Source: an optimization exercise on an open RTL-to-GDS flow (aim: small area, a short achievable clock period and few clock cycles). Production flows keep margins and buffers that such runs may drop. Where RTL was checked, it was by simulation tests only, not by an equivalence proof against the original. The RTL of run 1 was laid out without a check of its function. Power and IR drop assume default switching activity.

==> flow/run.sh <==
#!/bin/bash
# The standard layout (standard.sh: the standard flow's synthesis and ORFS flow), with
# one change: the buffers that ORFS puts on every input and output port are
# made from the smallest buffer cell instead of the default choice.
set -e
export BUFFER_PORTS_ARGS="-buffer_cell sky130_fd_sc_hd__buf_1"
bash standard.sh > standard.log 2>&1
==> design.v <==
module bayer_unpack (
    input  wire        clk,
    input  wire        rst,             
    input  wire        start,
    input  wire [11:0] cfg_width,
    input  wire [11:0] cfg_height,
    input  wire [31:0] cfg_mode,
    input  wire [15:0] cfg_stride,
    input  wire [31:0] cfg_src_len,
    output wire [1:0]  state,
    output wire [3:0]  err,
    output wire [3:0]  errfield,
    output wire [12:0] row,
    output wire [31:0] fault_addr,
    output wire        src_req,
    output wire [31:0] src_addr,
    input  wire        src_gnt,
    input  wire        src_rvalid,
    input  wire [7:0]  src_rdata,
    output wire        dst_we,
    output wire [25:0] dst_addr,
    output wire [7:0]  dst_wdata,
    input  wire        dst_ready
);
    localparam integer DD = 4;    
    localparam integer TD = 3;    
    localparam integer ED = 4;    
    localparam [1:0] ST_IDLE = 2'd0, ST_RUN = 2'd1, ST_DONE = 2'd2, ST_FAIL = 2'd3;
    localparam [3:0] PH_PI  = 4'd0,  PH_PRE = 4'd1,  PH_FLT = 4'd2,  PH_FLT2 = 4'd3,
                     PH_WI0 = 4'd4,  PH_WI1 = 4'd5,  PH_RS  = 4'd6,  PH_RUN  = 4'd7,
                     PH_Z   = 4'd8,  PH_T1  = 4'd9,  PH_T2  = 4'd10, PH_END  = 4'd11,
                     PH_PI1 = 4'd12, PH_PI2 = 4'd13, PH_FLT3 = 4'd14, PH_FB = 4'd15;
    function [31:0] add32;
        input [31:0] a, b;
        input        ci;
        reg   [31:0] g, p, gg, pp, gn, pn;
        integer l, i, j;
        begin
            g = a & b;
            p = a ^ b;
            gg = g;
            pp = p;
            gg[0] = g[0] | (p[0] & ci);
            for (l = 0; l < 5; l = l + 1) begin
                gn = gg;
                pn = pp;
                for (i = 0; i < 32; i = i + 1)
                    if (((i >> l) & 1) == 1) begin
                        j = ((i >> l) << l) - 1;
                        gn[i] = gg[i] | (pp[i] & gg[j]);
                        pn[i] = pp[i] & pp[j];
                    end
                gg = gn;
                pp = pn;
            end
            add32 = p ^ {gg[30:0], ci};
        end
    endfunction
    function [32:0] add32c;
        input [31:0] a, b;
        input        ci;
        reg   [31:0] g, p, gg, pp, gn, pn;
        integer l, i, j;
        begin
            g = a & b;
            p = a ^ b;
            gg = g;
            pp = p;
            gg[0] = g[0] | (p[0] & ci);
            for (l = 0; l < 5; l = l + 1) begin
                gn = gg;
                pn = pp;
                for (i = 0; i < 32; i = i + 1)
                    if (((i >> l) & 1) == 1) begin
                        j = ((i >> l) << l) - 1;
                        gn[i] = gg[i] | (pp[i] & gg[j]);
                        pn[i] = pp[i] & pp[j];
                    end
                gg = gn;
                pp = pn;
            end
            add32c = {gg[31], p ^ {gg[30:0], ci}};
        end
    endfunction
    function [31:0] inc32;
        input [31:0] x;
        reg   [31:0] pp, pn;
        integer l, i, j;
        begin
            pp = x;
            for (l = 0; l < 5; l = l + 1) begin
                pn = pp;
                for (i = 0; i < 32; i = i + 1)
                    if (((i >> l) & 1) == 1) begin
                        j = ((i >> l) << l) - 1;
                        pn[i] = pp[i] & pp[j];
                    end
                pp = pn;
            end
            inc32 = x ^ {pp[30:0], 1'b1};
        end
    endfunction
    reg [11:0] w_q, h_q;
    reg        p12_q, cmp_q, bin_q, snz_q;
    reg [3:0]  sel_q;         
    reg [15:0] stride_q;
    reg [16:0] rb_q;          
    reg [28:0] sl_q;          
    reg [1:0]  st_q;
    reg [1:0]  err_q;
    reg [1:0]  ef_q;          
    reg [12:0] row_q;
    reg [3:0]  ph_q;
    wire [7:0] in_prec = cfg_mode[7:0];
    wire [3:0] in_sel  = cfg_mode[19:16];
    wire       prec_ok = (in_prec == 8'd10) || (in_prec == 8'd12);
    wire       geom_ok = in_prec[2] ? (!cfg_width[0] || !cfg_height[0]) :
                         ((cfg_width[1:0] == 2'd0) || (cfg_height[1:0] == 2'd0) ||
                          (!cfg_width[0] && !cfg_height[0]));
    wire       start_ok = start && (st_q != ST_RUN);
    wire [4:0]  swb  = cmp_q ? (p12_q ? 5'd12 : 5'd10) : 5'd16;
    wire [31:0] rb_c = add32({15'd0, w_q, 5'd0} & {32{~cmp_q}} | {16'd0, w_q, 4'd0} & {32{cmp_q}},
                             cmp_q ? (p12_q ? {17'd0, w_q, 3'd0} : {18'd0, w_q, 2'd0}) : 32'd0,
                             1'b0);
    wire [18:0] pitch = snz_q ? {stride_q, 3'b000} : {2'b00, rb_q};
    wire        bdr = sel_q[1] | sel_q[0];
    wire        bdc = sel_q[1] | (~sel_q[0] & sel_q[3]);
    reg [32:0] bp;
    reg        sec;           
    reg [11:0] xc;            
    reg        hf;            
    reg        rp;            
    reg        zr;            
    reg        rq_v;          
    wire [1:0]  pat_full = rp ? {sel_q[0], sel_q[1]} : {sel_q[2], sel_q[3]};
    wire [1:0]  pat_tog  = rp ? {sel_q[2], sel_q[3]} : {sel_q[0], sel_q[1]};
    reg         step2_q, pat01_q;
    reg [DD-1:0] dcnt;        
    reg [DD-1:0] ocnt;        
    reg [TD-1:0] tcnt;        
    reg [ED-1:0] ecnt;        
    reg [7:0]  dmem [0:DD-1];
    reg [3:0]  tmem [0:TD-1];
    reg        emem [0:ED-1];
    reg        hw;            
    reg [7:0]  prev;          
    wire [2:0] o      = bp[2:0];
    wire       two    = (o != 3'd0);
    wire       isemit = sec || !two;
    wire       acc    = rq_v && src_gnt;
    wire       acc_e  = acc && isemit;
    reg        xc_one;        
    wire       pair_done = hf || step2_q;
    wire       last_pos  = pair_done && xc_one;
    wire       step2     = step2_q;
    wire       o_fits    = cmp_q && (p12_q ? (o[2] == 1'b0) : (o[2:1] != 2'b11));
    wire       share     = sec && !step2 && !last_pos && o_fits;
    wire [3:0] thead   = tmem[0];
    wire       rx_emit = src_rvalid && thead[3];
    wire [15:0] rwin   = {src_rdata, prev};
    wire [7:0] aligned = (thead[2:0] == 3'd0) ? src_rdata : (rwin >> thead[2:0]);
    wire       ehead   = emem[0];
    wire [1:0] wpat    = ehead ? {sel_q[0], sel_q[1]} : {sel_q[2], sel_q[3]};
    wire       w_isd   = bin_q || (hw ? wpat[0] : wpat[1]);
    wire       w_pres  = ecnt[0] && (!w_isd || dcnt[0]);
    wire       w_acc   = w_pres && dst_ready;
    wire       pop_d   = w_acc && w_isd;
    wire       pop_e   = w_acc && (bin_q || hw);
    reg        s_rb, s_p, s_2p, s_pre, s_nsl, s_sl, s_nrb, s_swb, s_run;
    reg [3:0]  ph_n;
    reg        bp_en;
    reg        push_e;
    wire       use_dbl = last_pos ? (step2 && !pat01_q) : step2;
    wire       minus8  = last_pos ? sec : (sec && !share);
    reg  [5:0] stps;
    always @(*) begin
        case ({cmp_q, p12_q, use_dbl, minus8})
            4'b1000: stps = 6'd10;   4'b1001: stps = 6'd2;
            4'b1010: stps = 6'd20;   4'b1011: stps = 6'd12;
            4'b1100: stps = 6'd12;   4'b1101: stps = 6'd4;
            4'b1110: stps = 6'd24;   4'b1111: stps = 6'd16;
            4'b0000, 4'b0100: stps = 6'd16;
            4'b0001, 4'b0101: stps = 6'd8;
            4'b0010, 4'b0110: stps = 6'd32;
            default:          stps = 6'd24;
        endcase
    end
    wire [20:0] x_run = isemit ? {15'd0, stps} : 21'd8;
    wire        pre_ok = bp[32];
    wire        t_2p  = s_2p & (pre_ok | !s_pre);
    wire        t_np  = s_pre & !pre_ok;
    wire [20:0] xop21 = ({21{s_rb}}  & {4'd0, rb_q}) |
                        ({21{s_p}}   & {2'd0, pitch}) |
                        ({21{t_2p}}  & {1'd0, pitch, 1'b0}) |
                        ({21{t_np}}  & {2'b11, ~pitch}) |
                        ({21{s_nrb}} & {4'hf, ~rb_q}) |
                        ({21{s_swb}} & {16'd0, swb}) |
                        ({21{s_run}} & x_run);
    wire [32:0] xop33 = {{12{xop21[20]}}, xop21} |
                        ({33{s_nsl}} & {1'b1, ~sl_q, 3'b111}) |
                        ({33{s_sl}}  & {1'b0, sl_q, 3'b000});
    wire        cin   = t_np | s_nrb | s_sl;
    wire [32:0] bp_c  = add32c(bp[31:0], xop33[31:0], cin);
    wire [32:0] bp_sum = {bp[32] ^ xop33[32] ^ bp_c[32], bp_c[31:0]};
    wire [3:0] ph_row = bin_q ? PH_RUN :
                        (pat_full == 2'b00) ? PH_Z : (pat_full == 2'b01) ? PH_RS : PH_RUN;
    wire        pre_end = (row_q == {h_q, 1'b0});
    always @(*) begin
        bp_en  = 1'b0;
        ph_n   = ph_q;
        push_e = 1'b0;
        case (ph_q)
            PH_PI: begin
                bp_en = 1'b1; ph_n = PH_PI1;
            end
            PH_PI1: begin
                bp_en = 1'b1; ph_n = PH_PI2;
            end
            PH_PI2: begin
                bp_en = 1'b1; ph_n = PH_PRE;
            end
            PH_PRE: begin
                if (pre_end) ph_n = PH_WI0;
                else begin
                    bp_en = 1'b1;
                    if (!pre_ok) ph_n = PH_FB;
                end
            end
            PH_FB: begin
                bp_en = pre_ok; ph_n = PH_FLT;
            end
            PH_FLT: begin
                bp_en = 1'b1; ph_n = PH_FLT2;
            end
            PH_FLT2: begin
                bp_en = 1'b1; ph_n = PH_FLT3;
            end
            PH_WI0: begin
                ph_n = (bin_q && bdr) ? PH_WI1 : (bin_q ? PH_RUN : ph_row);
            end
            PH_WI1: begin
                bp_en = 1'b1; ph_n = PH_RUN;
            end
            PH_RS: begin
                bp_en = 1'b1; ph_n = PH_RUN;
            end
            PH_RUN: begin
                bp_en = acc;
                push_e = acc && isemit && pair_done;
                if (acc && isemit && last_pos) ph_n = PH_T1;
            end
            PH_Z: begin
                if (!ecnt[ED-1]) begin
                    push_e = 1'b1;
                    if (xc_one) ph_n = PH_T1;
                end
            end
            PH_T1: begin
                bp_en = 1'b1;
                ph_n = pre_end ? PH_END : zr ? ph_row : PH_T2;
            end
            PH_T2: begin
                bp_en = 1'b1;
                ph_n = ph_row;
            end
            default: ;
        endcase
    end
    wire [DD-1:0] ocnt_n = (acc_e && !pop_d) ? {ocnt[DD-2:0], 1'b1} :
                           (!acc_e && pop_d) ? {1'b0, ocnt[DD-1:1]} : ocnt;
    wire [TD-1:0] tcnt_n = (acc && !src_rvalid) ? {tcnt[TD-2:0], 1'b1} :
                           (!acc && src_rvalid) ? {1'b0, tcnt[TD-1:1]} : tcnt;
    wire [ED-1:0] ecnt_n = (push_e && !pop_e) ? {ecnt[ED-2:0], 1'b1} :
                           (!push_e && pop_e) ? {1'b0, ecnt[ED-1:1]} : ecnt;
    wire [DD-1:0] dcnt_n = (rx_emit && !pop_d) ? {dcnt[DD-2:0], 1'b1} :
                           (!rx_emit && pop_d) ? {1'b0, dcnt[DD-1:1]} : dcnt;
    wire [DD-1:0] d_free = ~dcnt & {dcnt[DD-2:0], 1'b1};
    wire [DD-1:0] d_last = dcnt & ~{1'b0, dcnt[DD-1:1]};
    wire [TD-1:0] t_free = ~tcnt & {tcnt[TD-2:0], 1'b1};
    wire [TD-1:0] t_last = tcnt & ~{1'b0, tcnt[TD-1:1]};
    wire [ED-1:0] e_free = ~ecnt & {ecnt[ED-2:0], 1'b1};
    wire [ED-1:0] e_last = ecnt & ~{1'b0, ecnt[ED-1:1]};
    wire row_end = (ph_q == PH_RUN && acc && isemit && last_pos) ||
                   (ph_q == PH_Z && push_e && xc_one);
    wire [31:0] sl_inc  = inc32({6'd0, sl_q[25:0]});    
    wire [31:0] row_inc = inc32({20'd0, row_q[12:1]});
    wire [31:0] xc_dec  = ~inc32({20'hfffff, ~xc});
    integer i;
    always @(posedge clk) begin
        if (rst) begin
            st_q   <= ST_IDLE;
            err_q  <= 2'd0;
            ef_q   <= 2'd0;
            row_q  <= 13'd0;
            rq_v   <= 1'b0;
            dcnt   <= {DD{1'b0}};
            ocnt   <= {DD{1'b0}};
            tcnt   <= {TD{1'b0}};
            ecnt   <= {ED{1'b0}};
            hw     <= 1'b0;
        end else if (start_ok) begin
            w_q      <= cfg_width;
            h_q      <= cfg_height;
            p12_q    <= (in_prec == 8'd12);
            cmp_q    <= cfg_mode[8];
            sel_q    <= in_sel;
            bin_q    <= cfg_mode[20];
            stride_q <= cfg_stride;
            snz_q    <= (cfg_stride != 16'd0);
            sl_q     <= (cfg_src_len[31:29] != 3'd0) ? 29'h1fffffff : cfg_src_len[28:0];
            row_q    <= 13'd0;
            bp       <= 33'd512;
            s_nsl    <= 1'b1;
            {s_rb, s_p, s_2p, s_pre, s_sl, s_nrb, s_swb, s_run} <= 8'd0;
            ph_q     <= PH_PI;
            rp       <= 1'b0;
            step2_q  <= cfg_mode[20] | ~(in_sel[2] & in_sel[3]);
            pat01_q  <= ~cfg_mode[20] & ~in_sel[2] & in_sel[3];
            hw       <= 1'b0;
            ef_q     <= 2'd0;
            err_q    <= 2'd0;
            if (in_sel == 4'd0) begin
                st_q <= ST_FAIL; err_q <= 2'd1; ef_q <= 2'd1;
            end else if (!prec_ok) begin
                st_q <= ST_FAIL; err_q <= 2'd2; ef_q <= 2'd2;
            end else if (!geom_ok) begin
                st_q <= ST_FAIL; err_q <= 2'd2; ef_q <= 2'd3;
            end else if (cfg_height == 12'd0 || cfg_width == 12'd0) begin
                st_q  <= ST_DONE;
                row_q <= {cfg_height, 1'b0};
            end else begin
                st_q <= ST_RUN;
            end
        end else if (st_q == ST_RUN) begin
            ph_q <= ph_n;
            if (bp_en) bp <= bp_sum;
            s_rb  <= (ph_n == PH_PI1);
            s_p   <= (ph_n == PH_PI2) || (ph_n == PH_FB) || (ph_n == PH_WI1) ||
                     (ph_n == PH_T1 && !bin_q);
            s_2p  <= (ph_n == PH_PRE) || (ph_n == PH_T1 && bin_q);
            s_pre <= (ph_n == PH_PRE);
            s_nsl <= 1'b0;
            s_sl  <= (ph_n == PH_FLT2);
            s_nrb <= (ph_n == PH_FLT) || (ph_n == PH_T2);
            s_swb <= (ph_n == PH_RS);
            s_run <= (ph_n == PH_RUN);
            if (ph_q == PH_PI) rb_q <= rb_c[16:0];
            if (ph_q == PH_PRE && !pre_end && pre_ok)
                row_q <= {row_inc[11:0], 1'b0};
            if (ph_q == PH_FB && pre_ok)
                row_q <= {row_q[12:1], 1'b1};
            if ((ph_q == PH_FLT2 && bp[32]) || ph_q == PH_FLT3) begin
                if (ph_q == PH_FLT3) sl_q <= bp[31:3];
                st_q  <= ST_FAIL;
                err_q <= 2'd3;
            end
            if (ph_q == PH_WI0) begin
                bp <= 33'd512 + (p12_q ? 33'd4 : 33'd2) +
                      ((bin_q && bdc) ? {28'd0, swb} : 33'd0);
                sl_q  <= 29'd0;
                row_q <= 13'd0;
            end
            if (ph_q == PH_WI0 || ph_q == PH_T1 || ph_q == PH_T2) begin
                xc  <= w_q;
                xc_one <= (w_q == 12'd1);
                sec <= 1'b0;
                hf  <= 1'b0;
            end
            if (ph_q == PH_RS) hf <= 1'b1;
            if ((ph_q == PH_T1 && zr) || ph_q == PH_T2 || ph_q == PH_WI0)
                zr <= !bin_q && (ph_row == PH_Z);
            if (ph_q == PH_RUN && acc) begin
                if (!isemit) sec <= 1'b1;
                else begin
                    sec <= share;
                    if (!step2_q) hf <= ~hf;
                    if (pair_done) begin
                        xc <= xc_dec[11:0];
                        xc_one <= (xc == 12'd2);
                    end
                end
            end
            if (ph_q == PH_Z && push_e) begin
                xc <= xc_dec[11:0];
                xc_one <= (xc == 12'd2);
            end
            if (row_end) begin
                rp <= ~rp;
                step2_q <= bin_q | ~(pat_tog[1] & pat_tog[0]);
                pat01_q <= ~bin_q & (pat_tog == 2'b01);
                if (bin_q || row_q[0]) row_q <= {row_inc[11:0], 1'b0};
                else                   row_q <= {row_q[12:1], 1'b1};
            end
            rq_v <= (ph_n == PH_RUN) && !ocnt_n[DD-1] && !tcnt_n[TD-1] && !ecnt_n[ED-1];
            for (i = 0; i < TD; i = i + 1) begin
                if (src_rvalid) begin
                    if (acc && t_last[i]) tmem[i] <= {isemit, o};
                    else if (i < TD - 1) tmem[i] <= tmem[i + 1];
                end else if (acc && t_free[i]) tmem[i] <= {isemit, o};
            end
            tcnt <= tcnt_n;
            ocnt <= ocnt_n;
            if (src_rvalid) prev <= src_rdata;
            for (i = 0; i < DD; i = i + 1) begin
                if (pop_d) begin
                    if (rx_emit && d_last[i]) dmem[i] <= aligned;
                    else if (i < DD - 1) dmem[i] <= dmem[i + 1];
                end else if (rx_emit && d_free[i]) dmem[i] <= aligned;
            end
            dcnt <= dcnt_n;
            for (i = 0; i < ED; i = i + 1) begin
                if (pop_e) begin
                    if (push_e && e_last[i]) emem[i] <= rp;
                    else if (i < ED - 1) emem[i] <= emem[i + 1];
                end else if (push_e && e_free[i]) emem[i] <= rp;
            end
            ecnt <= ecnt_n;
            if (w_acc) begin
                sl_q <= {sl_q[28:26], sl_inc[25:0]};
                hw   <= !bin_q && !hw;
            end
            if (ph_q == PH_END && !ecnt_n[0]) begin
                st_q <= ST_DONE;
                rq_v <= 1'b0;
            end
        end
    end
    assign state      = st_q;
    assign err        = {2'b00, err_q};
    assign errfield   = {2'b00, ef_q};
    assign row        = row_q;
    assign fault_addr = (err_q == 2'd3) ? {3'b000, sl_q} : 32'd0;
    assign src_req    = rq_v;
    assign src_addr   = {3'b000, bp[31:3]};
    assign dst_we     = (st_q == ST_RUN) && w_pres;
    assign dst_addr   = sl_q[25:0];
    assign dst_wdata  = w_isd ? dmem[0] : 8'd0;
endmodule
==> standard.sh <==
#!/bin/bash
# synth_recipe.tcl (not shown) runs the flow's synth.tcl, then flattens the netlist and writes it again
# the make line also repeats each setting of config.mk as NAME=value (left out here)
make -C /OpenROAD-flow-scripts/flow DESIGN_CONFIG=/design/flow/config.mk WORK_HOME=/design/flow/orfs CLKGATE_MAP_FILE= SYNTH_SCRIPT=/design/flow/synth_recipe.tcl "${@:-finish}"
==> constraint.sdc <==
create_clock -name core_clock -period 8.0 [get_ports {clk}]
set_input_delay 1.6000 -clock core_clock [delete_from_list [all_inputs] [get_ports {clk}]]
set_output_delay 1.6000 -clock core_clock [all_outputs]
set_load 0.01 [all_outputs]
==> config.mk <==
export PLATFORM = sky130hd
export DESIGN_NAME = bayer_unpack
export DESIGN_NICKNAME = bayer_unpack
export VERILOG_FILES = /design/flow/design.v
export SDC_FILE = /design/flow/constraint.sdc
export NUM_CORES = 4
export LEC_CHECK = 0
export CAP_MARGIN = 20
export CORE_MARGIN = 2
export CORE_UTILIZATION = 55
export CTS_BUF_LIST = sky130_fd_sc_hd__clkbuf_8
export CTS_CLUSTER_DIAMETER = 60
export CTS_CLUSTER_SIZE = 14
export SETUP_SLACK_MARGIN = 4
export SLEW_MARGIN = 20
==> run_results.csv, run 1 <==
group,metric,value,unit
grt,grt-ovfl-total,0,
power,power_frac_seq,47.8,%
power,leakagePower,6.69,nW
synthesis,ys_types,90,
floorplanning,start_util,55.6,%
floorplanning,die_y,176,um
clock_network,cts_tree,"done",
synthesis,synth_top_area_cell,"edfxtp_1",
grt,grt_pass1_vias,12200,
placed_design,hpwl,31000,um
timing,fin_setup_tns,0,ns
worst_setup_path,required,6.40,ns
final_layout,syn2layout_area_growth,10.2,%
synthesis,syn_inst,1664,
synthesis,synthTopCellsByArea,"edfxtp_1, ha_1, dfxtp_1",
clock_network,clock-sinks,248,
timing,clock_skew,0.0274,ns
power,power_density,190,nW/um^2
power,combPwrFrac,25.5,%
final_layout,nets,2018,
drt,wire_per_inst,19.6,um
power,power_switching_share,34.0,%
drt,drtIter0Drc,940,
synthesis,synth_edf_count,212,
synthesis,synth_area_per_cell,9.82,um^2
grt,grt_use_total,27.5,%
outcome,status,"no timing/DRC/antenna violations",
synthesis,synth-seq-area-share,43.4,%
drt,drt-pass1-iter-count,7,
drt,drcViolationCount,0,
drt,finalWirelength,43900,um
worst_setup_path,critPathMaxFanout,4,
final_layout,insertedDiodeCount,0,
synthesis,syn_area,16300,um^2
job,drv_cap,0,
worst_setup_path,reg2regPathDepth,15,
clock_network,cts-hold-fix-buffers,0,
timing,hold_violations,0,
clock_network,clockBufferDepth,3,
final_layout,multi_input_area,8420,um^2
timing,slew_viol_final,0,
placed_design,place_congestion,0.886,
final_layout,fillers,2608,
timing,max_freq,257,MHz
power,p_switching,0.00117,W
drt,vias,13300,
grt,grt_max_degree,46,
power,totalPowerFinal,0.00343,W
worst_setup_path,cp.arrival,2.29,ns
timing,finalCriticalPeriod,3.89,ns
drt,vias_per_cell,5.93,
timing,tightest_slew,0.973,ns
synthesis,yosysMostFrequentCell,"edfxtp_1",
timing,rsz0062_at_grt,"yes",
min_path,holdCritPathClass,"reg -> reg",
timing,finalSetupViolCount,0,
clock_network,clock_latency,0.62,ns
final_layout,drive_above_1_share,13.4,%
synthesis,yosys.area.top_type_share,39.0,%
min_path,hold_depth,2,
floorplanning,io_pins,241,
final_layout,seqCellArea,7090,um^2
grt,grt_pass1_wl,67100,um
timing,whs,0.513,ns
timing,relSlewSlack,35.1,%
synthesis,ys_dominant_reg_cell,"edfxtp_1",
drt,ant_nets,0,
synthesis,yosys_register_bits,248,
clock_network,root_buffer,"clkbuf_8",
placed_design,place.port_buffers,212,
synthesis,netlist_top_cells_count,"edfxtp_1, nor2_1, nand2_1",
worst_setup_path,cp-end-kind,"primary output",
floorplanning,dieWidth,176,um
grt,antenna_found_initial,0,
floorplanning,core,29400,um^2
clock_network,cts_max_level,1,
power,irDropWorstVdd,0.000152,V
floorplanning,dieArea,31100,um^2
synthesis,async_flop_share,0,%
clock_network,cts_buffers,28,
timing,fin_crit_sh,48.6,%
floorplanning,rows,63,
worst_setup_path,crit_path_start_kind,"flip-flop",
worst_setup_path,critical_path_class,"reg -> out",
power,power.share.clock,26.8,%
clock_network,clkTransAtPathRegs,0.09,ns
power,internal_power,0.00226,W
synthesis,ys.warnings.count,4,
-- critical path: stages, from the launching register on --
cell and delay [ns]:
edfxtp_1 0.49, mux4_2 0.55, nor2_4 0.15, o21ai_2 0.10
nor2_2 0.21, buf_1 0.18
-- flip-flops by register name, indices dropped and copies added, names as in the netlist, 2 cells and up --
register / flops
prev: 7
row_q: 13
xc: 12
ocnt: 4
sl_q: 29
dmem: 32
h_q: 12
w_q: 12
sel_q: 4
tmem: 12
ecnt: 4
bp: 33
stride_q: 16
ph_q: 4
rb_q: 15
dcnt: 4
st_q: 2
ef_q: 2
emem: 4
err_q: 2
tcnt: 3
-- cells in the final DEF, fill, tap and decap left out, drive strengths merged, types with 8 or more instances in the layout --
cell    synthesis  routed
xor2           38      38
clkbuf         54      29
edfxtp        212     212
conb            1      10
a31oi          18      18
xnor2          25      25
nor2          192     192
a211oi         28      28
and2           17      17
nor3           29      29
or3             8       8
inv            61      72
nor2b          31      31
nand2         157     157
fa             10      10
o21a            8       8
mux2           64      64
a221oi         13      13
mux2i          64      64
nand2b         19      19
buf            87     262
nand4           9       9
dfxtp          36      36
ha             64      64
nand3          49      49
o21ai          84      84
a22oi          12      12
a21oi         101     101
and3           48      48
nor4           23      23
o211ai         24      24
clkinv          0       8
-- metal layers --
| metal | vias to the layer above | wire, um | global-route usage, % |
|---|---|---|---|
| met3 | 77 | 3220 | 3.96 |
| met1 | 6318 | 19400 | 38.3 |
| met2 | 523 | 20200 | 44.4 |
| li1 | 6338 | - | - |
| met5 | - | 0 | 0 |
| met4 | 0 | 1150 | 8.61 |
-- stage by stage --
step	util, %	std cells	setup WS, ns	cell area (um^2)
floorplan	-	1673	4.28	16400
global placement	57.8	2148	3.42	17000
detailed placement	57.8	2148	3.35	17000
CTS	60.3	2216	4.02	17700
global route	61.2	2237	3.97	18000
finish	61.2	2237	4.11	18000
-- layout make-up --
cell class / instances / share of cell area [%]
clock buffers: 28 / 2.14
repair buffers: 263 / 6.67
well taps: 390 / 2.71
clock inverters: 23 / 1.01
flip-flops and latches: 248 / 39.4
inverters: 61 / 1.31
multi-input cells: 1224 / 46.8
-- power groups by stage --
stage / sequential (W) / clock, W / combinational [W]
after floorplan: 0.00161 / 0 / 0.000675
after global placement: 0.00167 / 0 / 0.000798
after detailed placement: 0.00167 / 0 / 0.000814
after CTS: 0.00164 / 0.000935 / 0.000843
after global routing: 0.00165 / 0.000981 / 0.000971
final: 0.00164 / 0.000917 / 0.000873
-- cell families (layout without fill, tap and decap cells) --
group / after synthesis / in the layout / share of synthesized area, %
mux: 132 / 132 / 8.89
simple gates: 602 / 602 / 18.2
compound gates: 342 / 343 / 13.8
xor+xnor: 63 / 63 / 3.38
other cells: 1 / 10 / 0.0230
flops: 248 / 248 / 43.4
buf+inv: 202 / 375 / 6.21
fa+ha+maj: 74 / 74 / 6.13
-- worst paths after layout --
check | startpoint | end | slack (ns)
setup / recovery | sel_q[2]$_DFFE_PP_ | dst_we | 4.11
hold / removal | ef_q[1]$_SDFFE_PP0P_ | ef_q[1]$_SDFFE_PP0P_ | 0.51
setup reg to reg | p12_q$_DFFE_PP_ | bp[22]$_SDFFCE_PP0P_ | 4.15
hold reg to reg | ef_q[1]$_SDFFE_PP0P_ | ef_q[1]$_SDFFE_PP0P_ | 0.51
-- what timing repair did --
item / CTS / global route
gates cloned: 1 / 0
setup endpoints to repair: 26 / 18
buffers inserted: 16 / 21
gates resized for setup: 11 / 21
pin swaps: 2 / 7
==> run 2, diff against run 1 <==
--- a/design.v
+++ b/design.v
@@ -268,2 +268,12 @@
     end
+    wire          run_q   = (ph_q == PH_RUN);
+    wire          rq_stay = run_q ? !(rq_v && isemit && last_pos) : (ph_n == PH_RUN);
+    wire          a_e     = rq_v && isemit;
+    wire          push_a  = run_q ? (a_e && pair_done) : push_e;
+    wire [DD-1:0] ocnt_a  = (a_e && !pop_d) ? {ocnt[DD-2:0], 1'b1} :
+                            (!a_e && pop_d) ? {1'b0, ocnt[DD-1:1]} : ocnt;
+    wire [TD-1:0] tcnt_a  = (rq_v && !src_rvalid) ? {tcnt[TD-2:0], 1'b1} :
+                            (!rq_v && src_rvalid) ? {1'b0, tcnt[TD-1:1]} : tcnt;
+    wire [ED-1:0] ecnt_a  = (push_a && !pop_e) ? {ecnt[ED-2:0], 1'b1} :
+                            (!push_a && pop_e) ? {1'b0, ecnt[ED-1:1]} : ecnt;
     wire [DD-1:0] ocnt_n = (acc_e && !pop_d) ? {ocnt[DD-2:0], 1'b1} :
@@ -393,8 +403,8 @@
             end
-            rq_v <= (ph_n == PH_RUN) && !ocnt_n[DD-1] && !tcnt_n[TD-1] && !ecnt_n[ED-1];
+            rq_v <= rq_stay && !ocnt_a[DD-1] && !tcnt_a[TD-1] && !ecnt_a[ED-1];
             for (i = 0; i < TD; i = i + 1) begin
                 if (src_rvalid) begin
-                    if (acc && t_last[i]) tmem[i] <= {isemit, o};
+                    if (rq_v && t_last[i]) tmem[i] <= {isemit, o};
                     else if (i < TD - 1) tmem[i] <= tmem[i + 1];
-                end else if (acc && t_free[i]) tmem[i] <= {isemit, o};
+                end else if (rq_v && t_free[i]) tmem[i] <= {isemit, o};
             end
@@ -421,3 +431,3 @@
             end
-            if (ph_q == PH_END && !ecnt_n[0]) begin
+            if (ph_q == PH_END && (!ecnt[0] || (!ecnt[1] && pop_e))) begin
                 st_q <= ST_DONE;
==> run 2 against run 1 <==
  * Core utilization decreased by 0.27 points
  * Combinational power shrank 3.3%
  * Largest power group unchanged
  * Clock-buffer cell count stayed put
  * Highest routed layer unchanged
  * Critical path depth grew 11
==> run_results.csv, run 2 <==
group,metric,value,unit
job,drv_cap,0,
timing,fin_crit_sh,48.0,%
clock_network,clockBufferDepth,3,
synthesis,yosys.area.top_type_share,39.0,%
power,irDropWorstVdd,0.000126,V
clock_network,cts_max_level,1,
final_layout,regMostFlops,"bp",
placed_design,pre_cts_ws,3.64,ns
final_layout,nets,2000,
power,power_density,194,nW/um^2
worst_setup_path,crit_path_start_kind,"flip-flop",
synthesis,syn_area,16300,um^2
floorplanning,dieWidth,176,um
final_layout,insertedDiodeCount,0,
grt,grt_pass1_vias,11900,
drt,drtIter0Drc,850,
synthesis,yosysMostFrequentCell,"edfxtp_1",
placed_design,place_congestion,0.915,
final_layout,final_common_cell,"edfxtp_1",
floorplanning,rows,63,
timing,max_freq,260,MHz
floorplanning,dieArea,31100,um^2
timing,fin_ws,4.16,ns
power,power.share.clock,28.9,%
outcome,status,"no timing/DRC/antenna violations",
worst_setup_path,cp.arrival,4.30,ns
power,combPwrFrac,24.3,%
timing,relSlewSlack,23.6,%
clock_network,cts_buffers,27,
synthesis,synth_edf_count,212,
synthesis,synth-seq-area-share,43.4,%
clock_network,cts_tree,"done",
synthesis,synthTopCellsByArea,"edfxtp_1, ha_1, mux2i_1",
grt,grt_pass1_wl,66500,um
timing,rsz0062_at_grt,"yes",
power,power_switching_share,32.0,%
power,internal_power,0.00236,W
timing,finalCriticalPeriod,3.84,ns
drt,vias,13100,
synthesis,netlist_top_cells_count,"edfxtp_1, nand2_1, nor2_1",
timing,clock_skew,0.0197,ns
final_layout,mostFrequentLayoutCells,"edfxtp_1, buf_1, nand2_1",
grt,grt-ovfl-total,0,
final_layout,largest_reg_flops,33,
drt,drcViolationCount,0,
clock_network,clkTransAtPathRegs,0.10,ns
worst_setup_path,cp-end-kind,"flip-flop",
timing,fin_setup_tns,0,ns
floorplanning,core,29400,um^2
power,power_frac_seq,46.9,%
clock_network,clock_latency,0.59,ns
synthesis,async_flop_share,0,%
placed_design,place.port_buffers,212,
drt,wire_per_inst,19.3,um
worst_setup_path,critical_path_class,"reg -> reg",
synthesis,yosys_register_bits,248,
clock_network,clock-sinks,248,
synthesis,ys_types,83,
drt,drt-pass1-iter-count,5,
synthesis,ys_dominant_reg_cell,"edfxtp_1",
power,leakagePower,6.63,nW
floorplanning,start_util,55.5,%
final_layout,drive_above_1_share,10.9,%
power,p_switching,0.00111,W
floorplanning,io_pins,241,
placed_design,hpwl,30500,um
synthesis,syn_inst,1660,
timing,finalSetupViolCount,0,
final_layout,reg.largest.list,"bp: 33 flops, dmem: 32 flops, sl_q: 29 flops",
floorplanning,die_y,176,um
drt,finalWirelength,42900,um
synthesis,synth_area_per_cell,9.83,um^2
worst_setup_path,r2r_slack,4.16,ns
drt,vias_per_cell,5.92,
synthesis,ys.warnings.count,4,
grt,grt_max_degree,49,
min_path,holdCritPathClass,"reg -> reg",
worst_setup_path,required,8.46,ns
timing,slew_viol_final,0,
final_layout,syn2layout_area_growth,9.74,%
timing,hold_violations,0,
final_layout,fillers,2553,
grt,grt_use_total,26.9,%
timing,whs,0.489,ns
clock_network,root_buffer,"clkbuf_8",
drt,ant_nets,0,
timing,tightest_slew,1.15,ns
synthesis,synth_top_area_cell,"edfxtp_1",
grt,antenna_found_initial,0,
worst_setup_path,critPathMaxFanout,6,
-- run 2: cell types whose count changed in the layout (fill, tap and decap cells not counted), moves of 7 or more --
cell,before,now
mux2i_1,64,74
nand3_1,47,54
o21ai_0,70,88
nor2_1,184,145
a22oi_1,12,3
nand4_1,6,13
buf_4,49,42
nor3_1,25,41
a21o_1,4,14
-- run 2: worst max-delay path: stages (launching register included) --
cell and delay [ns]:
edfxtp_1 0.49, buf_4 0.19, o21ai_2 0.08, nand4b_1 0.17
nand2_2 0.15, xor2_1 0.08, o21ai_1 0.15, nand3_1 0.12
ha_1 0.33, o21a_1 0.18, o31a_1 0.11, o41a_1 0.49
a21oi_4 0.29, o31a_1 0.23, o211ai_1 0.18, a311o_1 0.39
nand2_1 0.07
-- run 2: layout make-up --
type | instances | area [um^2] | area share (%)
Clock inverter | 19 | 256 | 1.43
Tap cell | 390 | 488 | 2.72
Inverter | 59 | 230 | 1.29
Timing Repair Buffer | 257 | 1150 | 6.43
Multi-Input combinational cell | 1218 | 8320 | 46.4
Sequential cell | 248 | 7090 | 39.6
Clock buffer | 28 | 385 | 2.15
-- run 2: final timing paths --
path,cells past startpoint,start,end
setup / recovery,16,xc_one$_DFFE_PP_,bp[32]$_SDFFCE_PP0P_
setup reg to reg,16,xc_one$_DFFE_PP_,bp[32]$_SDFFCE_PP0P_
hold reg to reg,2,ocnt[0]$_SDFFE_PP0P_,ocnt[0]$_SDFFE_PP0P_
hold / removal,2,ocnt[0]$_SDFFE_PP0P_,ocnt[0]$_SDFFE_PP0P_
-- run 2: timing repair --
| action | in CTS | in global routing |
|---|---|---|
| gates resized for setup | 9 | 11 |
| pin swaps | 0 | 9 |
| endpoints found under the setup margin | 52 | 17 |
| hold endpoints to repair | 0 | 0 |
| buffers inserted | 7 | 24 |
| hold buffers | 0 | 0 |
| cloned | 0 | 0 |
-- run 2: cells by family (layout without fill, tap and decap cells) --
group	after synthesis	count (layout)	synth area share (%)
fa+ha+maj	71	71	5.90
buf+inv	203	363	6.34
flops	248	248	43.4
mux	140	140	9.30
simple gates	577	577	17.3
compound gates	359	359	14.5
xor+xnor	61	61	3.27
other cells	1	10	0.0230
-- run 2: stage by stage --
step	instance area [um^2]	power (W)	std cells	utilization, %
3_5_place_dp	17000	0.00246	2141	57.7
2_1_floorplan	16400	0.00226	1669	-
3_3_place_gp	17000	0.00245	2141	57.7
6_report	17900	0.00348	2219	60.9
4_1_cts	17700	0.00347	2195	60.1
5_1_grt	17900	0.00365	2219	60.9
-- run 2: power by group through the flow --
stage / Sequential, W / Combinational, W / Clock, W
final: 0.00163 / 0.000844 / 0.00100
after floorplan: 0.00160 / 0.000661 / 0
after detailed placement: 0.00166 / 0.000800 / 0
after global placement: 0.00166 / 0.000789 / 0
after CTS: 0.00163 / 0.000814 / 0.00102
after global routing: 0.00164 / 0.000942 / 0.00107
-- run 2: layer usage --
metal	global-route usage, %	share of wire [%]
met4	5.41	1.8
met2	44.1	47
met5	0	0
met1	38.6	46
met3	3.45	5.9
Testbench counts of run 2, summed over its fixed seeds: cycles 45,207.
==> run 3, diff against run 2 <==
--- a/config.mk
+++ b/config.mk
@@ -13,3 +13,3 @@
 export CTS_CLUSTER_SIZE = 14
-export SETUP_SLACK_MARGIN = 4
+export SETUP_SLACK_MARGIN = 4.5
 export SLEW_MARGIN = 20
==> run 3 against run 2 <==
  * Clock skew up 0.0023 ns
  * Register-to-register slack better by 0.28 ns
  * Synthesized cell count unchanged
  * Largest cell class unchanged
  * Routed wire length up 4.1%
  * Total power about the same
  * Clock power down 9.7%
  * Non-clock buffer count up 37
  * Worst setup slack better by 0.28 ns
  * First-iteration DRC count up 15%
  * Still clean on timing, DRC and antenna
  * Core utilization up 1.8 points
==> run_results.csv, run 3 <==
group,metric,value,unit
outcome,status,"no timing/DRC/antenna violations",
grt,antenna_found_initial,0,
worst_setup_path,cpMaxStageDelayCell,"edfxtp_1",
timing,finalCriticalPeriod,3.56,ns
worst_setup_path,cp-startpoint,"emem[0]$_DFFE_PP_",
clock_network,cts_tree,"done",
synthesis,async_flop_share,0,%
synthesis,ys_types,83,
synthesis,synth_top_area_cell,"edfxtp_1",
final_layout,nets,2038,
drt,ant_nets,0,
timing,tightest_slew,0.865,ns
drt,vias,13400,
clock_network,clockBufferDepth,3,
synthesis,netlist_top_cells_count,"edfxtp_1, nand2_1, nor2_1",
drt,drcViolationCount,0,
drt,drt-pass1-iter-count,5,
timing,hold_violations,0,
timing,relSlewSlack,42.2,%
min_path,holdCritPathClass,"reg -> reg",
synthesis,ys_dominant_reg_cell,"edfxtp_1",
synthesis,syn_area,16300,um^2
worst_setup_path,crit_path_start_kind,"flip-flop",
synthesis,yosys_register_bits,248,
worst_setup_path,critical_path_class,"reg -> out",
power,power_density,188,nW/um^2
clock_network,clock_latency,0.58,ns
grt,grt_pass1_wl,69400,um
power,irDropWorstVdd,0.000155,V
final_layout,drive_above_1_share,15.6,%
worst_setup_path,r2r-end,"bp[26]$_SDFFCE_PP0P_",
synthesis,ys.warnings.count,4,
worst_setup_path,required,6.40,ns
synthesis,synthTopCellsByArea,"edfxtp_1, ha_1, mux2i_1",
worst_setup_path,cp.arrival,1.96,ns
final_layout,regMostFlops,"bp",
grt,grt-ovfl-total,0,
worst_setup_path,rr_startpoint,"xc_one$_DFFE_PP_",
drt,drtIter0Drc,979,
synthesis,synth_area_per_cell,9.83,um^2
worst_setup_path,cpLargestDelayFamily,"flip-flops",
worst_setup_path,crit_chain,"mux2i_2 > a22oi_2 > nand2b_1 > and3_1 > buf_1",
grt,grt_pass1_vias,12700,
floorplanning,dieArea,31100,um^2
final_layout,insertedDiodeCount,0,
clock_network,cts_buffers,26,
synthesis,yosys.area.top_type_share,39.0,%
power,leakagePower,6.81,nW
timing,fin_crit_sh,44.5,%
final_layout,mostFrequentLayoutCells,"edfxtp_1, buf_1, nand2_1",
floorplanning,start_util,55.5,%
min_path,hold-path-endpoint,"ef_q[1]$_SDFFE_PP0P_",
clock_network,root_buffer,"clkbuf_8",
min_path,hold_depth,2,
final_layout,final_common_cell,"edfxtp_1",
placed_design,place_congestion,0.905,
floorplanning,die_y,176,um
timing,fin_setup_tns,0,ns
timing,rsz0062_at_grt,"yes",
placed_design,place.port_buffers,212,
final_layout,fillers,2543,
drt,wire_per_inst,19.8,um
timing,whs,0.478,ns
job,drv_cap,0,
timing,finalSetupViolCount,0,
floorplanning,dieWidth,176,um
floorplanning,core,29400,um^2
final_layout,reg.largest.list,"bp: 33 flops, dmem: 32 flops, sl_q: 29 flops",
grt,grt_max_degree,49,
worst_setup_path,reg2regPathDepth,16,
grt,grt_use_total,28.2,%
timing,max_freq,281,MHz
floorplanning,io_pins,241,
worst_setup_path,r2r_slack,4.44,ns
clock_network,clkTransAtPathRegs,0.09,ns
worst_setup_path,crit_buf_inv,1,
final_layout,largest_reg_flops,33,
worst_setup_path,cp-end-kind,"primary output",
final_layout,syn2layout_area_growth,12.9,%
synthesis,syn_inst,1660,
clock_network,clock-sinks,248,
power,totalPowerFinal,0.00347,W
drt,vias_per_cell,5.95,
timing,slew_viol_final,0,
floorplanning,rows,63,
min_path,min_from,"ef_q[1]$_SDFFE_PP0P_",
timing,clock_skew,0.0220,ns
placed_design,hpwl,31000,um
drt,finalWirelength,44700,um
synthesis,yosysMostFrequentCell,"edfxtp_1",
clock_network,cts_max_level,1,
synthesis,synth-seq-area-share,43.4,%
worst_setup_path,max_stage_delay,0.46,ns
synthesis,synth_edf_count,212,
worst_setup_path,critPathMaxFanout,3,
-- run 3: cell counts after synthesis --
No cell type changed its count.
-- run 3: worst max path at each step --
| stage | slack [ns] | cells past startpoint | end |
|---|---|---|---|
| 2_1_floorplan | 4.51 | 13 | bp[32]$_SDFFCE_PP0P_ |
| 3_3_place_gp | 3.65 | 13 | bp[32]$_SDFFCE_PP0P_ |
| 3_5_place_dp | 3.59 | 13 | bp[22]$_SDFFCE_PP0P_ |
| 4_1_cts | 4.37 | 14 | bp[32]$_SDFFCE_PP0P_ |
| 5_1_grt | 4.28 | 16 | bp[26]$_SDFFCE_PP0P_ |
| 6_report | 4.44 | 5 | dst_we |
-- run 3: kinds of logic after synthesis --
kind of cell             share of synthesized area (%)
AO/OA/AOI/OAI                                     14.5
XOR/XNOR                                          3.27
adder cells (fa/ha/maj)                           5.90
buffers and inverters                             6.34
flip-flops                                        43.4
multiplexers                                      9.30
other                                           0.0230
AND/OR/NAND/NOR                                   17.3
-- run 3: layout make-up --
type                    count  area (um^2)  share of cell area [%]
clock buffers              27          372                    2.02
clock inverters            18          185                    1.00
inverters                  59          240                    1.30
multi-input cells        1220         8590                    46.6
flip-flops and latches    248         7090                    38.5
well taps                 390          488                    2.65
repair buffers            294         1460                    7.94
-- run 3: where the power goes --
| group | total [W] | leakage [nW] | switching [W] | internal (W) |
|---|---|---|---|---|
| clock | 0.000903 | 0.280 | 0.000483 | 0.000421 |
| sequential | 0.00163 | 2.25 | 0.000112 | 0.00152 |
| combinational | 0.000939 | 4.28 | 0.000543 | 0.000396 |
| total | 0.00347 | 6.81 | 0.00114 | 0.00234 |
-- run 3: repair_timing --
action,4_1_cts,5_1_grt
hold buffers,0,0
cloned,1,1
resized for setup,58,38
endpoints found under the setup margin,140,119
pin swaps,29,22
buffers inserted,56,15
-- run 3: per-stage QoR --
step	std cells	setup WS, ns	instance area (um^2)	utilization (%)
floorplan	1669	4.51	16400	-
global placement	2138	3.65	16900	57.6
detailed placement	2138	3.59	16900	57.6
CTS	2240	4.37	18200	61.8
global route	2256	4.28	18400	62.7
finish	2256	4.44	18400	62.7
-- run 3: worst reg2reg max path, delay by kind of cell (launching register included) --
family          cells  cell delay (ns)
compound gates      6             1.38
fa+ha+maj           2             0.53
xor+xnor            1             0.14
flops               1             0.53
simple gates        5             0.50
buf+inv             2             0.24
-- run 3: routing by layer --
layer | share of wire, % | wire length [um] | GRT usage [%]
met4 | 2.6 | 1150 | 8.02
met2 | 47 | 21000 | 46.3
met3 | 6.4 | 2840 | 3.64
met5 | 0 | 0 | 0
met1 | 44 | 19700 | 39.3
==> run 4, diff against run 3 <==
--- a/config.mk
+++ b/config.mk
@@ -15 +15,2 @@
 export SLEW_MARGIN = 20
+export TNS_END_PERCENT = 10
==> run 4 against run 3 <==
  * Still clean on timing, DRC and antenna
  * Clock-buffer cell count unchanged
  * Register-to-register slack worse by 0.11 ns
  * Critical path depth up 11
  * Combinational power down 1%
  * Maximum frequency down 2.9%
  * Routed wire length about the same
  * Non-clock buffer count up 6
  * Sequential power about the same
  * Core utilization about the same
  * First-iteration DRC count up 1.0%
  * Critical path type is now reg -> reg
==> run_results.csv, run 4 <==
group,metric,value,unit
outcome,status,"no timing/DRC/antenna violations",
worst_setup_path,required,8.34,ns
clock_network,cts_max_level,1,
final_layout,syn2layout_area_growth,12.9,%
floorplanning,rows,63,
worst_setup_path,crit_path_start_kind,"flip-flop",
synthesis,syn_inst,1660,
power,p_switching,0.00112,W
clock_network,cts_tree,"done",
timing,fin_ws,4.34,ns
clock_network,clock-sinks,248,
synthesis,yosys_register_bits,248,
worst_setup_path,cpMaxStageDelayCell,"edfxtp_1",
grt,grt_use_total,27.3,%
final_layout,regMostFlops,"bp",
drt,vias_per_cell,5.97,
clock_network,root_buffer,"clkbuf_8",
power,power_frac_seq,48.1,%
grt,grt_pass1_vias,12400,
drt,drtIter0Drc,989,
drt,wire_per_inst,19.8,um
drt,finalWirelength,44600,um
grt,grt-ovfl-total,0,
final_layout,mostFrequentLayoutCells,"edfxtp_1, buf_1, nand2_1",
power,irDropWorstVdd,0.000146,V
drt,ant_nets,0,
worst_setup_path,max_stage_delay,0.46,ns
min_path,holdCritPathClass,"reg -> reg",
worst_setup_path,crit_chain,"buf_6 > nand2_4 > nand2_4 > ha_4 > nand4_1 > o2111ai_4 > ha_4 > nor2b_4 > o31a_1 > o41a_1 > a21oi_4 > buf_4 > inv_2 > fa_1 > xnor2_1 > nor2_1",
synthesis,synthTopCellsByArea,"edfxtp_1, ha_1, mux2i_1",
final_layout,nets,2042,
synthesis,synth-seq-area-share,43.4,%
floorplanning,dieWidth,176,um
clock_network,clock_latency,0.59,ns
timing,relSlewSlack,32.3,%
drt,drt-pass1-iter-count,5,
synthesis,yosysMostFrequentCell,"edfxtp_1",
timing,finalSetupViolCount,0,
grt,grt_pass1_wl,67400,um
final_layout,largest_reg_flops,33,
final_layout,final_cell_area,18400,um^2
synthesis,synth_area_per_cell,9.83,um^2
worst_setup_path,cp.arrival,4.01,ns
timing,hold_violations,0,
worst_setup_path,critPathMaxFanout,6,
synthesis,syn_area,16300,um^2
power,power_density,184,nW/um^2
timing,slew_viol_final,0,
timing,fin_setup_tns,0,ns
placed_design,pre_cts_ws,3.64,ns
floorplanning,io_pins,241,
synthesis,yosys.area.top_type_share,39.0,%
drt,vias,13500,
grt,antenna_found_initial,1,
grt,grt_max_degree,49,
final_layout,seqCellArea,7090,um^2
synthesis,synth_top_area_cell,"edfxtp_1",
final_layout,reg.largest.list,"bp: 33 flops, dmem: 32 flops, sl_q: 29 flops",
placed_design,place_congestion,0.906,
timing,rsz0062_at_grt,"yes",
power,combPwrFrac,27.4,%
synthesis,netlist_top_cells_count,"edfxtp_1, nand2_1, nor2_1",
synthesis,ys_types,83,
timing,finalCriticalPeriod,3.66,ns
worst_setup_path,cp-end-kind,"flip-flop",
final_layout,multi_input_area,8590,um^2
drt,drcViolationCount,0,
synthesis,synth_edf_count,212,
job,drv_cap,0,
worst_setup_path,critical_path_class,"reg -> reg",
synthesis,ys.warnings.count,4,
placed_design,hpwl,30800,um
power,leakagePower,6.85,nW
final_layout,final_common_cell,"edfxtp_1",
timing,clock_skew,0.0184,ns
power,power.share.clock,24.5,%
final_layout,insertedDiodeCount,0,
timing,tightest_slew,1.01,ns
floorplanning,core,29400,um^2
final_layout,drive_above_1_share,15.1,%
synthesis,ys_dominant_reg_cell,"edfxtp_1",
final_layout,fillers,2549,
timing,fin_crit_sh,45.8,%
power,internal_power,0.00227,W
floorplanning,die_y,176,um
power,power_switching_share,33.1,%
clock_network,clkTransAtPathRegs,0.10,ns
floorplanning,dieArea,31100,um^2
floorplanning,start_util,55.5,%
clock_network,cts_buffers,25,
placed_design,postPlaceCellArea,16900,um^2
clock_network,clockBufferDepth,3,
timing,max_freq,273,MHz
placed_design,place.port_buffers,212,
synthesis,async_flop_share,0,%
[run 4: cell families (layout without fill, tap and decap cells)]
| logic type | Yosys count | count (layout) | share of synthesized area (%) |
|---|---|---|---|
| muxes | 140 | 140 | 9.30 |
| AOI/OAI and AO/OA | 359 | 359 | 14.5 |
| buffers and inverters | 203 | 403 | 6.34 |
| and+or+nand+nor | 577 | 578 | 17.3 |
| DFF | 248 | 248 | 43.4 |
| xor gates and xnor gates | 61 | 61 | 3.27 |
| adders and majority gates | 71 | 71 | 5.90 |
| other | 1 | 10 | 0.0230 |
[run 4: final timing paths]
kind | depth (start not counted) | start | end | slack, ns
worst max register to register | 16 | xc_one$_DFFE_PP_ | bp[17]$_SDFFCE_PP0P_ | 4.34
worst max-delay path | 16 | xc_one$_DFFE_PP_ | bp[17]$_SDFFCE_PP0P_ | 4.34
worst min-delay path | 2 | ocnt[0]$_SDFFE_PP0P_ | ocnt[0]$_SDFFE_PP0P_ | 0.50
worst min register to register | 2 | ocnt[0]$_SDFFE_PP0P_ | ocnt[0]$_SDFFE_PP0P_ | 0.50
[run 4: final cells by class]
class	count	share of cell area, %
inverter	59	1.29
tap	390	2.65
clock buffer	27	2.02
clock inverter	17	0.672
multi-input combinational	1219	46.6
timing repair buffer	300	8.32
sequential	248	38.5
[run 4: timing repair]
action,4_1_cts,5_1_grt
hold endpoints to repair,0,0
setup endpoints to repair,140,170
resized for setup,35,62
hold buffers,0,0
setup buffers,55,22
cloned,1,0
pin swaps,24,31
[run 4: through the flow]
| stage | hold WS, ns | std cells | utilization [%] | power, W |
|---|---|---|---|---|
| 2_1_floorplan | 0.428 | 1669 | - | 0.00226 |
| 3_3_place_gp | 0.454 | 2138 | 57.6 | 0.00245 |
| 3_5_place_dp | 0.472 | 2138 | 57.6 | 0.00247 |
| 4_1_cts | 0.495 | 2238 | 61.2 | 0.00334 |
| 5_1_grt | 0.531 | 2260 | 62.7 | 0.00355 |
| 6_report | 0.496 | 2260 | 62.7 | 0.00339 |
[run 4: worst max-delay path: cells and delay by family, from the launching register on]
kind | cells | cell delay (ns)
buf+inv | 3 | 0.35
xor+xnor | 1 | 0.16
simple gates | 5 | 0.44
compound gates | 4 | 1.14
flops | 1 | 0.46
fa+ha+maj | 3 | 0.85
[run 4: per-layer routing]
layer,GRT usage (%),vias up,wire length [um]
li1,-,6439,-
met1,38.2,6484,19800
met2,45.0,504,20900
met3,3.47,74,2910
met4,7.37,0,988
met5,0,-,0
[run 4: power by group through the flow]
stage,combinational [W],sequential (W),clock (W)
finish,0.000928,0.00163,0.000831
global route,0.00103,0.00164,0.000884
CTS,0.000866,0.00163,0.000848
detailed placement,0.000801,0.00166,0
global placement,0.000786,0.00166,0
floorplan,0.000662,0.00160,0
==> run 5, diff against run 4 <==
--- a/config.mk
+++ b/config.mk
@@ -9,3 +9,3 @@
 export CORE_MARGIN = 2
-export CORE_UTILIZATION = 55
+export CORE_UTILIZATION = 65
 export CTS_BUF_LIST = sky130_fd_sc_hd__clkbuf_8
==> run 5 against run 4 <==
  * Sequential share of layout area increased by 0.67 points
  * Final cell count decreased by 3.6%
  * Via count about the same
  * Largest cell class unchanged
==> run_results.csv, run 5 <==
group,metric,value,unit
synthesis,synthTopCellsByArea,"edfxtp_1, ha_1, mux2i_1",
power,combPwrFrac,26.0,%
worst_setup_path,crit_buf_inv,0,
drt,vias,13500,
power,irDropWorstVdd,0.000230,V
timing,clock_skew,0.0225,ns
worst_setup_path,reg2regPathDepth,14,
clock_network,root_buffer,"clkbuf_8",
clock_network,clock-sinks,248,
final_layout,drive_above_1_share,13.7,%
timing,relSlewSlack,27.0,%
synthesis,syn_area,16300,um^2
floorplanning,core,24900,um^2
synthesis,ys.warnings.count,4,
final_layout,mostFrequentLayoutCells,"edfxtp_1, buf_1, nand2_1",
grt,antenna_found_initial,0,
timing,slew_viol_final,0,
placed_design,place_congestion,0.902,
clock_network,cts_tree,"done",
synthesis,yosysMostFrequentCell,"edfxtp_1",
power,power_density,190,nW/um^2
grt,grt_max_degree,49,
synthesis,ys_dominant_reg_cell,"edfxtp_1",
placed_design,place.port_buffers,212,
clock_network,cts_buffers,25,
timing,finalSetupViolCount,0,
synthesis,synth_edf_count,212,
final_layout,largest_reg_flops,33,
floorplanning,die_y,162,um
power,totalPowerFinal,0.00345,W
final_layout,final_common_cell,"edfxtp_1",
placed_design,hpwl,29700,um
power,power_switching_share,32.3,%
final_layout,nets,2020,
clock_network,clkTransAtPathRegs,0.09,ns
drt,drtIter0Drc,1237,
synthesis,yosys.area.top_type_share,39.0,%
timing,max_freq,269,MHz
clock_network,cts_max_level,1,
synthesis,netlist_top_cells_count,"edfxtp_1, nand2_1, nor2_1",
floorplanning,start_util,65.6,%
drt,ant_nets,0,
worst_setup_path,cp-end-kind,"flip-flop",
synthesis,synth-seq-area-share,43.4,%
synthesis,synth_area_per_cell,9.83,um^2
timing,rsz0062_at_grt,"yes",
worst_setup_path,max_stage_delay,0.53,ns
worst_setup_path,required,8.45,ns
worst_setup_path,cpMaxStageDelayCell,"edfxtp_1",
floorplanning,rows,58,
synthesis,syn_inst,1660,
power,leakagePower,6.73,nW
power,p_switching,0.00111,W
grt,grt-ovfl-total,0,
grt,grt_pass1_wl,65500,um
grt,grt_pass1_vias,12600,
clock_network,clockBufferDepth,3,
worst_setup_path,crit_path_start_kind,"flip-flop",
job,drv_cap,0,
clock_network,clock_latency,0.58,ns
timing,tightest_slew,1.09,ns
min_path,holdCritPathClass,"reg -> reg",
grt,grt_use_total,31.1,%
timing,finalCriticalPeriod,3.72,ns
floorplanning,dieWidth,162,um
final_layout,reg.largest.list,"bp: 33 flops, dmem: 32 flops, sl_q: 29 flops",
worst_setup_path,cpLargestDelayFamily,"compound AO/OA/AOI/OAI gates",
final_layout,syn2layout_area_growth,10.9,%
drt,wire_per_inst,19.6,um
worst_setup_path,cp.arrival,4.16,ns
floorplanning,io_pins,241,
drt,vias_per_cell,6.19,
drt,drcViolationCount,0,
drt,finalWirelength,42700,um
worst_setup_path,crit_chain,"nand2_2 > nand2_4 > ha_1 > nand4_1 > o2111ai_2 > ha_1 > nor2b_2 > o31a_1 > o41a_1 > a21oi_4 > o31a_1 > o211ai_1 > a311o_1 > nand2_1",
final_layout,insertedDiodeCount,0,
timing,fin_crit_sh,46.5,%
worst_setup_path,worstSetupPathDepth,14,
synthesis,synth_top_area_cell,"edfxtp_1",
worst_setup_path,critical_path_class,"reg -> reg",
drt,drt-pass1-iter-count,5,
timing,hold_violations,0,
synthesis,yosys_register_bits,248,
synthesis,async_flop_share,0,%
clock_network,cts-hold-fix-buffers,0,
final_layout,regMostFlops,"bp",
power,power.share.clock,26.7,%
floorplanning,dieArea,26400,um^2
outcome,status,"no timing/DRC/antenna violations",
power,internal_power,0.00233,W
power,power_frac_seq,47.3,%
worst_setup_path,critPathMaxFanout,6,
timing,fin_setup_tns,0,ns
synthesis,ys_types,83,
min_path,hold_depth,2,
==> run 5: changes by cell type in the layout (fill, tap and decap cells not counted), sizes merged <==
cell      before  now
buf          299  277
bufinv         1    4
clkinv         5    3
clkinvlp       6    7
inv           64   63
nor2b         27   26
==> run 5: final timing paths <==
path                   startpoint              endpoint  slack (ns)
max              xc_one$_DFFE_PP_  bp[32]$_SDFFCE_PP0P_        4.28
min          ocnt[0]$_SDFFE_PP0P_  ocnt[0]$_SDFFE_PP0P_        0.48
max reg2reg      xc_one$_DFFE_PP_  bp[32]$_SDFFCE_PP0P_        4.28
min reg2reg  ocnt[0]$_SDFFE_PP0P_  ocnt[0]$_SDFFE_PP0P_        0.48
==> run 5: per-stage QoR <==
stage	area [um^2]	hold WS (ns)	setup WS [ns]	instances	util, %
2_1_floorplan	16400	0.428	4.09	1669	-
3_3_place_gp	16900	0.454	3.73	2078	67.7
3_5_place_dp	16900	0.473	3.65	2078	67.7
4_1_cts	17900	0.485	4.33	2168	72.1
5_1_grt	18100	0.509	4.23	2178	72.8
6_report	18100	0.479	4.28	2178	72.8
==> run 5: per-layer routing <==
layer | up-vias | part of all wire (%) | GRT usage (%)
met5 | - | 0 | 0
met4 | 0 | 2.8 | 10.2
met3 | 93 | 8.0 | 4.63
met2 | 588 | 47 | 50.9
met1 | 6407 | 43 | 43.0
li1 | 6401 | - | -
==> run 5: power by group through the flow <==
stage	sequential [W]	combinational (W)	clock (W)
final	0.00163	0.000895	0.000920
after global routing	0.00164	0.000989	0.000970
after CTS	0.00162	0.000855	0.000926
after detailed placement	0.00166	0.000795	0
after global placement	0.00166	0.000776	0
after floorplan	0.00160	0.000662	0
==> run 5: layout make-up <==
| type | count | area (um^2) |
|---|---|---|
| repair buffers | 279 | 1360 |
| flip-flops and latches | 248 | 7090 |
| well taps | 330 | 413 |
| multi-input cells | 1218 | 8450 |
| clock inverters | 18 | 204 |
| inverters | 59 | 238 |
| clock buffers | 26 | 358 |
| fillers | 1827 | 6780 |
==> run 5: cells by family (layout without fill, tap and decap cells) <==
group | Yosys count | in the layout | synth area share, %
compound gates | 359 | 359 | 14.5
xor+xnor | 61 | 61 | 3.27
fa+ha+maj | 71 | 71 | 5.90
buf+inv | 203 | 382 | 6.34
flops | 248 | 248 | 43.4
mux | 140 | 140 | 9.30
other cells | 1 | 10 | 0.0230
simple gates | 577 | 577 | 17.3
==> run 5: what timing repair did <==
action,in CTS,in global routing
gates resized for setup,43,24
pin swaps,22,20
gates cloned,0,0
buffers inserted,46,9
setup endpoints to repair,134,127
==> run 5: worst register-to-register path: cells and delay by family (launching register included) <==
family          cells  cell delay [ns]
compound gates      7             1.90
simple gates        5             0.59
fa+ha+maj           2             0.58
flops               1             0.53
==> run 6, diff against run 5 <==
--- a/config.mk
+++ b/config.mk
@@ -15,2 +15 @@
 export SLEW_MARGIN = 20
-export TNS_END_PERCENT = 10
==> run 6 against run 5 <==
  * Worst setup slack improved by 0.025 ns
  * Sequential power hardly changed
  * Synthesized cell count unchanged
  * Via count rose by 3.0%
  * Final area up 1.8%
  * Clock skew up 0.012 ns
  * Core utilization up 1.3 points
  * Global-route usage increased by 1.2 points
  * Sequential cell count unchanged
  * Register-to-register slack improved by 0.03 ns
  * Critical path depth rose by 2
  * Highest routed layer unchanged
==> run_results.csv, run 6 <==
group,metric,value,unit
outcome,status,"no timing/DRC/antenna violations",
power,p_switching,0.00114,W
worst_setup_path,cp.arrival,4.03,ns
clock_network,cts_buffers,25,
synthesis,yosys.area.top_type_share,39.0,%
synthesis,synth_area_per_cell,9.83,um^2
clock_network,root_buffer,"clkbuf_8",
clock_network,cts_tree,"done",
synthesis,synth_simple_gate_area_share,17.3,%
synthesis,synth_top_family_by_area,"simple AND/OR/NAND/NOR gates",
grt,grt_max_degree,49,
synthesis,yosys_register_bits,248,
floorplanning,die_y,162,um
synthesis,syn_inst,1660,
drt,drcViolationCount,0,
synthesis,synthAdderAreaFrac,5.90,%
timing,clock_skew,0.0348,ns
drt,finalWirelength,44800,um
placed_design,place_congestion,0.900,
final_layout,final_common_cell,"edfxtp_1",
worst_setup_path,required,8.33,ns
grt,grt-ovfl-total,0,
worst_setup_path,critPathMaxFanout,6,
worst_setup_path,crit_path_start_kind,"flip-flop",
grt,grt_pass1_vias,12700,
worst_setup_path,critical_path_class,"reg -> reg",
power,internal_power,0.00223,W
final_layout,utilization,74.1,%
power,combPwrFrac,28.7,%
final_layout,insertedDiodeCount,0,
synthesis,ys_types,83,
drt,vias_per_cell,6.31,
synthesis,synth_top_area_cell,"edfxtp_1",
final_layout,mostFrequentLayoutCells,"edfxtp_1, buf_1, nand2_1",
drt,wire_per_inst,20.3,um
grt,grt_pass1_wl,67500,um
floorplanning,rows,58,
timing,fin_setup_tns,0,ns
floorplanning,dieArea,26400,um^2
synthesis,async_flop_share,0,%
final_layout,reg.largest.list,"bp: 33 flops, dmem: 32 flops, sl_q: 29 flops",
final_layout,nets,2046,
timing,tightest_slew,0.904,ns
timing,hold_violations,0,
floorplanning,start_util,65.6,%
power,power_frac_seq,48.4,%
power,power.share.clock,23.0,%
clock_network,cts_max_level,1,
timing,finalCriticalPeriod,3.69,ns
grt,grt_use_total,32.3,%
synthesis,synth_edf_count,212,
final_layout,syn2layout_area_growth,12.9,%
power,power_switching_share,33.9,%
floorplanning,io_pins,241,
worst_setup_path,cp-end-kind,"flip-flop",
floorplanning,core,24900,um^2
final_layout,regMostFlops,"bp",
placed_design,place.port_buffers,212,
synthesis,syn_area,16300,um^2
drt,drtIter0Drc,1677,
clock_network,clkTransAtPathRegs,0.09,ns
power,power_density,183,nW/um^2
clock_network,clockBufferDepth,3,
drt,vias,13900,
timing,fin_crit_sh,46.2,%
timing,slew_viol_final,0,
synthesis,yosys-mux-area-fraction,9.30,%
power,leakagePower,6.89,nW
timing,relSlewSlack,39.7,%
timing,max_freq,271,MHz
synthesis,synth_compound_area_share,14.5,%
placed_design,hpwl,30000,um
synthesis,ys_dominant_reg_cell,"edfxtp_1",
synthesis,synth_xor_area_share,3.27,%
synthesis,synthTopCellsByArea,"edfxtp_1, ha_1, mux2i_1",
final_layout,largest_reg_flops,33,
synthesis,netlist_top_cells_count,"edfxtp_1, nand2_1, nor2_1",
clock_network,clock-sinks,248,
drt,drt-pass1-iter-count,6,
grt,antenna_found_initial,0,
clock_network,clock_latency,0.58,ns
min_path,holdCritPathClass,"reg -> reg",
timing,finalSetupViolCount,0,
synthesis,synth-seq-area-share,43.4,%
job,drv_cap,0,
power,irDropWorstVdd,0.000168,V
drt,ant_nets,0,
timing,rsz0062_at_grt,"yes",
final_layout,drive_above_1_share,16.2,%
synthesis,ys.warnings.count,4,
floorplanning,dieWidth,162,um
synthesis,yosysMostFrequentCell,"edfxtp_1",
run 6: cells by family (layout without fill, tap and decap cells):
| group | count (synthesis) | count (layout) |
|---|---|---|
| flip-flops | 248 | 248 |
| XOR/XNOR | 61 | 61 |
| other | 1 | 10 |
| multiplexers | 140 | 140 |
| buffers and inverters | 203 | 404 |
| AND/OR/NAND/NOR | 577 | 579 |
| adder cells (fa/ha/maj) | 71 | 71 |
| AO/OA/AOI/OAI | 359 | 359 |
run 6: what timing repair did:
item | 4_1_cts | 5_1_grt
cloned | 1 | 1
pin swaps | 25 | 38
setup buffers | 62 | 17
hold endpoints to repair | 0 | 0
hold buffers | 0 | 0
endpoints found under the setup margin | 133 | 125
resized for setup | 57 | 67
run 6: power by group through the flow:
| stage | logic (W) | clock network (W) | registers, W |
|---|---|---|---|
| 5_1_grt | 0.00106 | 0.000834 | 0.00164 |
| 4_1_cts | 0.000879 | 0.000784 | 0.00163 |
| 2_1_floorplan | 0.000662 | 0 | 0.00160 |
| 3_5_place_dp | 0.000798 | 0 | 0.00166 |
| 3_3_place_gp | 0.000776 | 0 | 0.00166 |
| 6_report | 0.000967 | 0.000774 | 0.00163 |
run 6: layout make-up:
| class | count | area (um^2) |
|---|---|---|
| fill | 1872 | 6460 |
| multi-input combinational | 1220 | 8660 |
| tap | 330 | 413 |
| timing repair buffer | 303 | 1590 |
| sequential | 248 | 7090 |
| inverter | 59 | 238 |
| clock inverter | 17 | 103 |
| clock buffer | 25 | 344 |
run 6: worst paths after layout:
path	start	to	slack [ns]	cells past startpoint
setup / recovery	xc_one$_DFFE_PP_	bp[32]$_SDFFCE_PP0P_	4.31	16
hold / removal	ocnt[0]$_SDFFE_PP0P_	ocnt[0]$_SDFFE_PP0P_	0.48	2
setup reg to reg	xc_one$_DFFE_PP_	bp[32]$_SDFFCE_PP0P_	4.31	16
hold reg to reg	ocnt[0]$_SDFFE_PP0P_	ocnt[0]$_SDFFE_PP0P_	0.48	2
run 6: layer usage:
layer  share of wire [%]  global-route usage, %
met1                  41                   44.5
met2                  47                   52.7
met3                 8.3                   4.79
met4                 3.9                   11.3
met5                   0                      0
run 6: worst max-delay path, stage by stage (launching register included):
cell       delay [ns]
edfxtp_1         0.50
buf_6            0.17
o21ai_4          0.06
nand4b_1         0.19
nand2_2          0.21
xor2_2           0.11
o21ai_1          0.15
nand3_1          0.14
ha_4             0.25
o21a_1           0.17
o31a_1           0.12
o41a_1           0.39
a21oi_4          0.26
o31a_1           0.26
o211ai_1         0.17
o2111ai_1        0.23
nand2_1          0.08
run 6: metrics by stage:
stage	setup slack, ns	power (W)	hold slack (ns)	area [um^2]	std cells
2_1_floorplan	4.51	0.00226	0.428	16400	1669
3_3_place_gp	3.70	0.00244	0.449	16900	2078
3_5_place_dp	3.70	0.00246	0.467	16900	2078
4_1_cts	4.40	0.00329	0.487	18000	2183
5_1_grt	4.25	0.00353	0.523	18400	2202
6_report	4.31	0.00337	0.484	18400	2202

port drivers added, routing unchanged:
How much do the figures lean on ideal ports? The routed layouts below were timed once more, with nothing changed but the port constraints.
Step 1: set_driving_cell puts a clkbuf_16 on clk and a buf_2 on each other input, an assumption about the parent block.
Step 2 moves the port delays by t, midway between the first and last clock arrival at a register: inputs arrive t later, outputs are due t later. That takes back most of the time a late clock gives input paths.
Slacks: ideal ports / drivers / drivers and shift; pairs: ideal ports / drivers.
run	t (ns)	setup slack, ns	hold WS [ns]	slew at the worst register clock pin (ns)	pins driven straight from the clock port
run 1	0.655	4.109 / 4.058 / 3.796	0.513 / 0.513 / 0.513	0.10 / 0.10	1
run 2	0.624	4.160 / 4.134 / 3.705	0.489 / 0.489 / 0.489	0.10 / 0.10	1
run 3	0.622	4.441 / 4.393 / 4.029	0.478 / 0.478 / 0.478	0.09 / 0.09	1
run 4	0.629	4.335 / 4.335 / 4.036	0.496 / 0.496 / 0.496	0.10 / 0.10	1
run 5	0.613	4.281 / 4.252 / 3.834	0.479 / 0.479 / 0.479	0.10 / 0.10	1
run 6	0.609	4.306 / 4.306 / 4.125	0.484 / 0.484 / 0.484	0.11 / 0.11	1
After both steps every run listed still meets setup and hold. The setup slack of run 2, which loses most, moves by -0.026 ns with the drivers and by -0.455 ns with both steps.
